This is an optimization exercise on Yosys and OpenROAD, whose aim is small area, a short achievable clock period and few clock cycles, not a production implementation.
Where RTL was checked, it was by simulation tests only, not by an equivalence proof against the original.
Power figures rest on the tool's default switching activity, not on a simulated workload.

==> flow/design.v (excerpt) <==
module fww_micro_cpu (
    input  wire        clk,
    input  wire        rst,             
    input  wire        start,           
    input  wire [7:0]  start_mpc,
    input  wire        lit_msb_first,   
    output wire        busy,
    output wire        done,
    output wire [15:0] reg_a,
    output wire [15:0] reg_b,
    output wire [15:0] reg_c,
    output wire [15:0] reg_d,
    output wire [15:0] mdr,
    output wire [11:0] mar,
    output wire [7:0]  mpc,
    output wire        cs_req,
    output wire [7:0]  cs_addr,
    input  wire        cs_ack,
    input  wire [21:0] cs_rdata,
    output wire        mem_req,
    output wire        mem_we,
    output wire [11:0] mem_addr,
    output wire [15:0] mem_wdata,
    input  wire        mem_ack,
    input  wire [15:0] mem_rdata
);
==> flow/config.mk <==
export PLATFORM = sky130hd
export DESIGN_NAME = fww_micro_cpu
export DESIGN_NICKNAME = fww_micro_cpu
export VERILOG_FILES = /design/flow/design.v
export SDC_FILE = /design/flow/constraint.sdc
export NUM_CORES = 4
export LEC_CHECK = 0
export ABC_AREA = 1
export CAP_MARGIN = 20
export CORE_MARGIN = 2
export CORE_UTILIZATION = 60
export CTS_BUF_LIST = sky130_fd_sc_hd__clkbuf_4 sky130_fd_sc_hd__clkbuf_8
export SLEW_MARGIN = 20
==> flow/constraint.sdc <==
create_clock -name core_clock -period 8.0 [get_ports {clk}]
set_input_delay 1.6000 -clock core_clock [delete_from_list [all_inputs] [get_ports {clk}]]
set_output_delay 1.6000 -clock core_clock [all_outputs]
set_load 0.01 [all_outputs]
standard.sh (not shown) runs the stock make flow with config.mk's settings and CLKGATE_MAP_FILE= SYNTH_SCRIPT=/design/flow/synth_recipe.tcl, a recipe that flattens the netlist after the stock synthesis.
==> flow/flow/run.sh <==
#!/bin/bash
# The standard layout, with two changes to how it is made:
#  - the port buffers are buf_1 cells instead of the delay-buffer cells
#    buffer_ports picks by default;
#  - timing repair aims for 5.2 ns of setup slack at the design's 8 ns clock.
# The output of the standard flow goes to standard.log; ORFS's per-step logs
# stay under orfs/logs.
set -euo pipefail
export BUFFER_PORTS_ARGS="-buffer_cell sky130_fd_sc_hd__buf_1"
export SETUP_SLACK_MARGIN=5.2
bash standard.sh > standard.log 2>&1
The first run finished clean.
Testbench counts at the start, summed over its fixed seeds: cycles 47,507.
Edit:
==> flow/flow/run.sh (replaced) <==
#!/bin/bash
# The standard layout, with the port buffers made of buf_1 cells instead of
# the delay-buffer cells buffer_ports picks by default. The output of the
# standard flow goes to standard.log; ORFS's per-step logs stay under orfs/logs.
set -euo pipefail
export BUFFER_PORTS_ARGS="-buffer_cell sky130_fd_sc_hd__buf_1"
bash standard.sh > standard.log 2>&1
- SETUP_SLACK_MARGIN: default -> 5
What happened:
- area after synthesis is unchanged
- non-clock buffer count came out lower by 23
- final cell count falls by 1.5%
- count of clock-buffer cells in the layout does not change
- cell area decreases by 2.6%
- maximum frequency drops by 3.6%
- routed wire length decreases by 3.9%
- die area is unchanged
- first-iteration DRC count came out lower by 9.1%
- total power decreases by 0.77%
- setup slack gets worse by 0.11 ns
Edit:
==> flow/flow/run.sh (replaced) <==
#!/bin/bash
# The standard layout, with two changes to how it is made:
#  - the port buffers are buf_1 cells instead of the delay-buffer cells
#    buffer_ports picks by default;
#  - timing repair aims for 5.1 ns of setup slack at the design's 8 ns clock.
# The output of the standard flow goes to standard.log; ORFS's per-step logs
# stay under orfs/logs.
set -euo pipefail
export BUFFER_PORTS_ARGS="-buffer_cell sky130_fd_sc_hd__buf_1"
export SETUP_SLACK_MARGIN=5.1
bash standard.sh > standard.log 2>&1
- CORE_UTILIZATION: 60 -> 50
- SETUP_SLACK_MARGIN: 5 -> default
Fmax goes up by 2.7%.
Critical path depth does not change.
Via count went up by 0.41%.

========
The RTL this note starts from:
==> flow/design.v <==
module fww_micro_cpu (
    input  wire        clk,
    input  wire        rst,             
    input  wire        start,           
    input  wire [7:0]  start_mpc,
    input  wire        lit_msb_first,   
    output wire        busy,
    output wire        done,
    output wire [15:0] reg_a,
    output wire [15:0] reg_b,
    output wire [15:0] reg_c,
    output wire [15:0] reg_d,
    output wire [15:0] mdr,
    output wire [11:0] mar,
    output wire [7:0]  mpc,
    output wire        cs_req,
    output wire [7:0]  cs_addr,
    input  wire        cs_ack,
    input  wire [21:0] cs_rdata,
    output wire        mem_req,
    output wire        mem_we,
    output wire [11:0] mem_addr,
    output wire [15:0] mem_wdata,
    input  wire        mem_ack,
    input  wire [15:0] mem_rdata
);
    reg        run_r, done_r;
    reg        cs_pend;            
    reg        cs_dly;             
    reg        f_pend;             
    reg        mem_pend;           
    reg        we_r;               
    reg        wr_after;           
    reg        npc_pend;           
    reg        halt_pend;          
    reg [22:19] lw;                
    reg        l_needf;            
    reg [15:0] op2_r;              
    reg [16:5] fc;                 
    reg [15:0] a_r, b_r, c_r, d_r, mdr_r;
    reg [11:0] mar_r;
    reg [7:0]  mpc_r;
    reg        msb_r;
    wire [22:1] cb = cs_rdata;
    wire rd_pend  = mem_pend & ~we_r;
    wire rd_ack   = mem_ack & ~we_r;
    wire mem_done = ~mem_pend | (mem_ack & (we_r | ~wr_after));
    wire go     = start & ~run_r;
    wire e_go   = run_r & cs_ack & ~f_pend;
    wire halt   = (cs_rdata == 22'd0);
    wire f_go   = f_pend & mem_done & ~(fc[6] & rd_pend);
    wire [4:1] cr = run_r ? cb[4:1] : 4'd0;
    reg [15:0] v2a;
    always @(*) begin
        v2a = 16'd0;
        if (cr[1]) v2a = a_r;
        if (cr[2]) v2a = b_r;
        if (cr[3]) v2a = c_r;
        if (cr[4]) v2a = d_r;
    end
    wire [15:0] v2s = cb[8] ? {v2a[14:0], 1'b0} : v2a;
    wire [7:0] lit8 = msb_r ? {cb[15], cb[16], cb[17], cb[18], cb[19], cb[20], cb[21], cb[22]}
                            : {cb[8], cb[7], cb[6], cb[5], cb[4], cb[3], cb[2], cb[1]};
    wire [15:0] mdr_f = rd_pend ? mem_rdata : mdr_r;
    wire [7:0] mdr4  = {4'd0, mdr_f[15:12]};
    wire a_zero = (a_r == 16'd0);
    wire [7:0] m1 = mpc_r + 8'd1;
    wire [7:0] m2 = mpc_r + 8'd2;
    wire [7:0] mm = mpc_r + mdr4;
    wire [7:0] ml = mpc_r + lit8;
    wire [7:0] a20 = a_r[15] ? 8'd1 : 8'd2;
    wire [7:0] a19 = a_zero  ? 8'd1 : 8'd2;
    wire [7:0] r20 = a_r[15] ? m1 : m2;
    wire [7:0] r19 = a_zero  ? m1 : m2;
    reg [7:0] npc_e, npc_l;
    always @(*) begin
        if (cb[22]) begin
            npc_e = mpc_r;
            if (cb[17]) npc_e = m1;
            if (cb[18]) npc_e = ml;
            if (cb[19]) npc_e = r19;
            if (cb[20]) npc_e = r20;
            if (cb[21]) npc_e = mm;
        end else begin
            npc_e = 8'd0;
            if (cb[17]) npc_e = 8'd1;
            if (cb[18]) npc_e = lit8;
            if (cb[19]) npc_e = a19;
            if (cb[20]) npc_e = a20;
            if (cb[21]) npc_e = mdr4;
        end
        if (lw[22]) begin
            npc_l = r19;
            if (lw[20]) npc_l = r20;
            if (lw[21]) npc_l = mm;
        end else begin
            npc_l = a19;
            if (lw[20]) npc_l = a20;
            if (lw[21]) npc_l = mdr4;
        end
    end
    wire [7:0] npc = npc_pend ? npc_l : npc_e;
    wire late = cb[21] ? (cb[13] | cb[15] | rd_pend) : ((cb[19] | cb[20]) & cb[9]);
    wire late_go = npc_pend & (~l_needf | ~f_pend) & (~lw[21] | ~rd_pend | mem_ack);
    wire f_wait = cb[6] & rd_pend;
    wire [15:0] v1a = fc[6] ? mdr_r : {15'd0, fc[5]};
    wire [15:0] v1s = fc[8] ? {v1a[14:0], 1'b0} : v1a;
    wire [15:0] v3  = op2_r + (v1s ^ {16{fc[7]}}) + {15'd0, fc[7]};
    assign busy  = run_r;
    assign done  = done_r;
    assign reg_a = a_r;
    assign reg_b = b_r;
    assign reg_c = c_r;
    assign reg_d = d_r;
    assign mdr   = mdr_r;
    assign mar   = mar_r;
    assign mpc   = mpc_r;
    assign cs_req    = cs_pend;
    assign cs_addr   = mpc_r;
    assign mem_req   = mem_pend;
    assign mem_we    = we_r;
    assign mem_addr  = mar_r;
    assign mem_wdata = mdr_r;
    always @(posedge clk) begin
        if (rst) begin
            run_r     <= 1'b0;
            done_r    <= 1'b0;
            cs_pend   <= 1'b0;
            cs_dly    <= 1'b0;
            f_pend    <= 1'b0;
            mem_pend  <= 1'b0;
            npc_pend  <= 1'b0;
            halt_pend <= 1'b0;
        end else if (go) begin
            run_r     <= 1'b1;
            done_r    <= 1'b0;
            cs_pend   <= 1'b1;
            cs_dly    <= 1'b0;
            f_pend    <= 1'b1;
            mem_pend  <= 1'b0;
            npc_pend  <= 1'b0;
            halt_pend <= 1'b0;
        end else if (run_r) begin
            if (mem_ack) begin
                if (~we_r & wr_after) begin
                    we_r     <= 1'b1;
                    wr_after <= 1'b0;
                end else
                    mem_pend <= 1'b0;
            end
            if (f_go) begin
                f_pend <= 1'b0;
                if (fc[15] | fc[16]) begin
                    mem_pend <= 1'b1;
                    we_r     <= ~fc[15];
                    wr_after <= fc[15] & fc[16];
                end
            end
            if (cs_dly) begin
                cs_dly  <= 1'b0;
                cs_pend <= 1'b1;
            end
            if (late_go) begin
                npc_pend <= 1'b0;
                cs_pend  <= 1'b1;
            end
            if (halt_pend & mem_done) begin
                halt_pend <= 1'b0;
                run_r     <= 1'b0;
                done_r    <= 1'b1;
            end
            if (e_go) begin
                if (halt) begin
                    cs_pend <= 1'b0;
                    if (mem_done) begin
                        run_r  <= 1'b0;
                        done_r <= 1'b1;
                    end else
                        halt_pend <= 1'b1;
                end else begin
                    f_pend   <= 1'b1;
                    npc_pend <= late;
                    cs_pend  <= ~late & ~f_wait;
                    cs_dly   <= ~late & f_wait;
                end
            end
        end
    end
    wire rd_only = rd_ack & ~(f_go & fc[13]);
    always @(posedge clk) begin
        if (go | e_go) begin
            op2_r <= v2s;
            fc    <= run_r ? cb[16:5] : 12'b0011_1111_0000;
        end
        if (f_go & fc[9])  a_r <= v3;
        if (f_go & fc[10]) b_r <= v3;
        if (f_go & fc[11]) c_r <= v3;
        if (f_go & fc[12]) d_r <= v3;
        if ((f_go & fc[13]) | rd_ack) mdr_r <= rd_only ? mem_rdata : v3;
        if (f_go & fc[14]) mar_r <= v3[11:0];
        if (go) begin
            mpc_r <= start_mpc;
            msb_r <= lit_msb_first;
        end else if ((e_go & ~halt & ~late) | late_go)
            mpc_r <= npc;
        if (e_go) begin
            lw      <= cb[22:19];
            l_needf <= cb[9] | cb[13] | cb[15];
        end
    end
endmodule
export LEC_CHECK = 0
export CAP_MARGIN = 20
export CORE_MARGIN = 2
export CORE_UTILIZATION = 40
export SETUP_SLACK_MARGIN = 5
export SLEW_MARGIN = 20
create_clock -name core_clock -period 8.0 [get_ports {clk}]
run.sh (not shown) runs the stock make flow with config.mk's settings and CLKGATE_MAP_FILE= SYNTH_SCRIPT=/design/flow/synth_recipe.tcl, a recipe that flattens the netlist after the stock synthesis.
Stock flow here: none of the scripts above is used.
Edit:
==> flow/flow/run.sh (new file) <==
#!/bin/bash
# The standard layout, with the port buffers made of buf_1 cells instead of
# the delay-buffer cells buffer_ports picks by default. The output of the
# standard flow goes to standard.log; ORFS's per-step logs stay under orfs/logs.
set -euo pipefail
export BUFFER_PORTS_ARGS="-buffer_cell sky130_fd_sc_hd__buf_1"
bash standard.sh > standard.log 2>&1
==> flow/standard.sh (new file) <==
#!/bin/bash
# synth_recipe.tcl (not shown) runs the flow's synth.tcl, then flattens the netlist and writes it again
# the make line also repeats each setting of config.mk as NAME=value (left out here)
make -C /OpenROAD-flow-scripts/flow DESIGN_CONFIG=/design/flow/config.mk WORK_HOME=/design/flow/orfs CLKGATE_MAP_FILE= SYNTH_SCRIPT=/design/flow/synth_recipe.tcl "${@:-finish}"
removed: flow/run.sh
=>
- worst setup slack loses 0.077 ns
- final area fell by 14%
- routed wire length fell by 5.7%
- utilization fell by 8.6 points
- die area stays the same
- clock power rose by 3.2%
- synthesized area is unchanged
- count of clock-buffer cells in the layout does not change
- power fell by 5.9%
- non-clock buffer count fell by 47
Function was not checked in any run of this note: the RTL went through the layout flow alone.

========
fww_micro_cpu, a different RTL version from the one above (not shown whole).
Size in the first run: roughly 170 flip-flops.
export LEC_CHECK = 0
export CAP_MARGIN = 20
export CORE_MARGIN = 2
export CORE_UTILIZATION = 40
export CTS_BUF_LIST = sky130_fd_sc_hd__clkbuf_4 sky130_fd_sc_hd__clkbuf_8
export SLEW_MARGIN = 20
create_clock -name core_clock -period 8.0 [get_ports {clk}]
standard.sh (not shown) runs the stock make flow with config.mk's settings and CLKGATE_MAP_FILE= SYNTH_SCRIPT=/design/flow/synth_recipe.tcl, a recipe that flattens the netlist after the stock synthesis.
==> flow/flow/run.sh <==
#!/bin/bash
# The standard layout, with two changes to how it is made:
#  - the port buffers are buf_1 cells instead of the delay-buffer cells
#    buffer_ports picks by default;
#  - timing repair aims for 5.5 ns of setup slack at the design's 8 ns clock.
# The output of the standard flow goes to standard.log; ORFS's per-step logs
# stay under orfs/logs.
set -euo pipefail
export BUFFER_PORTS_ARGS="-buffer_cell sky130_fd_sc_hd__buf_1"
export SETUP_SLACK_MARGIN=5.5
bash standard.sh > standard.log 2>&1
The first run produced a clean layout.
Testbench counts at the start, summed over its fixed seeds: cycles 47,507.
Change:
==> flow/flow/run.sh (replaced) <==
#!/bin/bash
# The standard layout, with the port buffers made of buf_1 cells instead of
# the delay-buffer cells buffer_ports picks by default. The output of the
# standard flow goes to standard.log; ORFS's per-step logs stay under orfs/logs.
set -euo pipefail
export BUFFER_PORTS_ARGS="-buffer_cell sky130_fd_sc_hd__buf_1"
bash standard.sh > standard.log 2>&1
Settings changed: SETUP_SLACK_MARGIN from default to 5.
The changed run completed with no timing, DRC or antenna violations.
Combinational power falls by 33%.
Die area does not change.
Synthesized cell count stays the same.
Cell area drops by 18%.
Setup slack is worse by 0.14 ns.
Non-clock buffer count drops by 139.
Sequential cell count does not change.
Change:
Settings changed: CTS_BUF_LIST sky130_fd_sc_hd__clkbuf_4 sky130_fd_sc_hd__clkbuf_8 to default.
=> Power grows by 7.9%; final area grows by 2.3%; clock skew shrinks by 0.0033 ns; cell count is about the same; sequential share of layout area shrinks by 0.97 points; worst hold slack degrades by 0.0031 ns; critical path depth grows by 1.

========
fww_micro_cpu, a different RTL version from the one above (not shown whole).
For scale: ~1200 cells after synthesis, about 170 flip-flops, roughly 190 I/O pins, about 9800 um2 of cells after synthesis.
export LEC_CHECK = 0
export ABC_AREA = 1
export CAP_MARGIN = 20
export CORE_MARGIN = 2
export CORE_UTILIZATION = 60
export CTS_BUF_LIST = sky130_fd_sc_hd__clkbuf_4 sky130_fd_sc_hd__clkbuf_8
export SLEW_MARGIN = 20
create_clock -name core_clock -period 8.0 [get_ports {clk}]
==> flow/flow/run.sh <==
#!/bin/bash
# The standard layout, with two changes to how it is made:
#  - the port buffers are buf_1 cells instead of the delay-buffer cells
#    buffer_ports picks by default;
#  - timing repair aims for 5.25 ns of setup slack at the design's 8 ns clock.
# The output of the standard flow goes to standard.log; ORFS's per-step logs
# stay under orfs/logs.
set -euo pipefail
export BUFFER_PORTS_ARGS="-buffer_cell sky130_fd_sc_hd__buf_1"
export SETUP_SLACK_MARGIN=5.25
bash standard.sh > standard.log 2>&1
The baseline finished with timing, DRC and antenna clean.
Testbench counts at the start, summed over its fixed seeds: cycles 47,507.
==> next run, changes <==
==> flow/flow/run.sh (replaced) <==
#!/bin/bash
# The standard layout, with the port buffers made of buf_1 cells instead of
# the delay-buffer cells buffer_ports picks by default. The output of the
# standard flow goes to standard.log; ORFS's per-step logs stay under orfs/logs.
set -euo pipefail
export BUFFER_PORTS_ARGS="-buffer_cell sky130_fd_sc_hd__buf_1"
bash standard.sh > standard.log 2>&1
--- a/flow/config.mk
+++ b/flow/config.mk
@@ -10,4 +10,4 @@
 export CORE_MARGIN = 2
-export CORE_UTILIZATION = 60
-export CTS_BUF_LIST = sky130_fd_sc_hd__clkbuf_4 sky130_fd_sc_hd__clkbuf_8
+export CORE_UTILIZATION = 40
+export SETUP_SLACK_MARGIN = 5
 export SLEW_MARGIN = 20
- The changed run completed without violations
- setup slack is about the same
- first-iteration DRC count came out lower by 49%
- clock power goes up by 35%
- routed wire length came out higher by 4.3%
- die area climbs by 48%
- via count falls by 5.3%
==> next run, changes <==
--- a/flow/config.mk
+++ b/flow/config.mk
@@ -7,3 +7,2 @@
 export LEC_CHECK = 0
-export ABC_AREA = 1
 export CAP_MARGIN = 20
@@ -11,2 +10,3 @@
 export CORE_UTILIZATION = 40
+export CTS_BUF_LIST = sky130_fd_sc_hd__clkbuf_4 sky130_fd_sc_hd__clkbuf_8
 export SETUP_SLACK_MARGIN = 5
=> Count of clock-buffer cells in the layout stays the same. Wire length drops by about 4%. Combinational power drops by about 10%.

[re-timing with driven ports]
In the flow no input, the clock included, has a driving cell. The finished layouts below were timed again as built, in two steps.
Step 1 (the two cells are an assumption about what drives the block):
set clk [get_ports {clk}]
set_driving_cell -lib_cell sky130_fd_sc_hd__clkbuf_16 $clk
set_driving_cell -lib_cell sky130_fd_sc_hd__buf_2 [delete_from_list [all_inputs] $clk]
Step 2 moves the port delays by t, midway between the first and last clock arrival at a register: inputs arrive t later, outputs are due t later. That takes back most of the time a late clock gives input paths.
Slacks: no drivers / after step 1 / after step 2; pairs: no drivers / after step 1.
run | t (ns) | slack for setup (ns) | hold slack, ns | worst setup path at the end
the first run of note 1 | 0.500 | 5.156 / 5.118 / 4.710 | 0.451 / 0.451 / 0.451 | input to register
the second run of note 1 | 0.500 | 5.051 / 5.066 / 4.570 | 0.452 / 0.452 / 0.452 | input to register
the third run of note 1 | 0.510 | 5.128 / 5.095 / 4.641 | 0.457 / 0.457 / 0.457 | input to register
the first run of note 2 | 0.472 | 4.509 / 4.509 / 4.111 | 0.483 / 0.483 / 0.483 | input to register
the second run of note 2 | 0.462 | 4.432 / 4.432 / 4.138 | 0.485 / 0.485 / 0.485 | input to register
the first run of note 3 | 0.515 | 5.184 / 5.143 / 4.765 | 0.491 / 0.491 / 0.491 | input to register
the second run of note 3 | 0.508 | 5.049 / 5.023 / 4.560 | 0.480 / 0.480 / 0.480 | input to register
the third run of note 3 | 0.474 | 5.029 / 5.028 / 4.569 | 0.476 / 0.476 / 0.476 | input to register
the first run of note 4 | 0.506 | 5.116 / 5.077 / 4.757 | 0.453 / 0.453 / 0.453 | input to register
the second run of note 4 | 0.482 | 5.116 / 5.070 / 4.666 | 0.463 / 0.463 / 0.463 | input to register
the third run of note 4 | 0.507 | 4.871 / 4.871 / 4.506 | 0.496 / 0.496 / 0.496 | input to register
After both steps setup and hold are still met in every run listed. The setup slack of the second run of note 3, which loses most, moves by -0.026 ns with the drivers and by -0.489 ns with both steps.
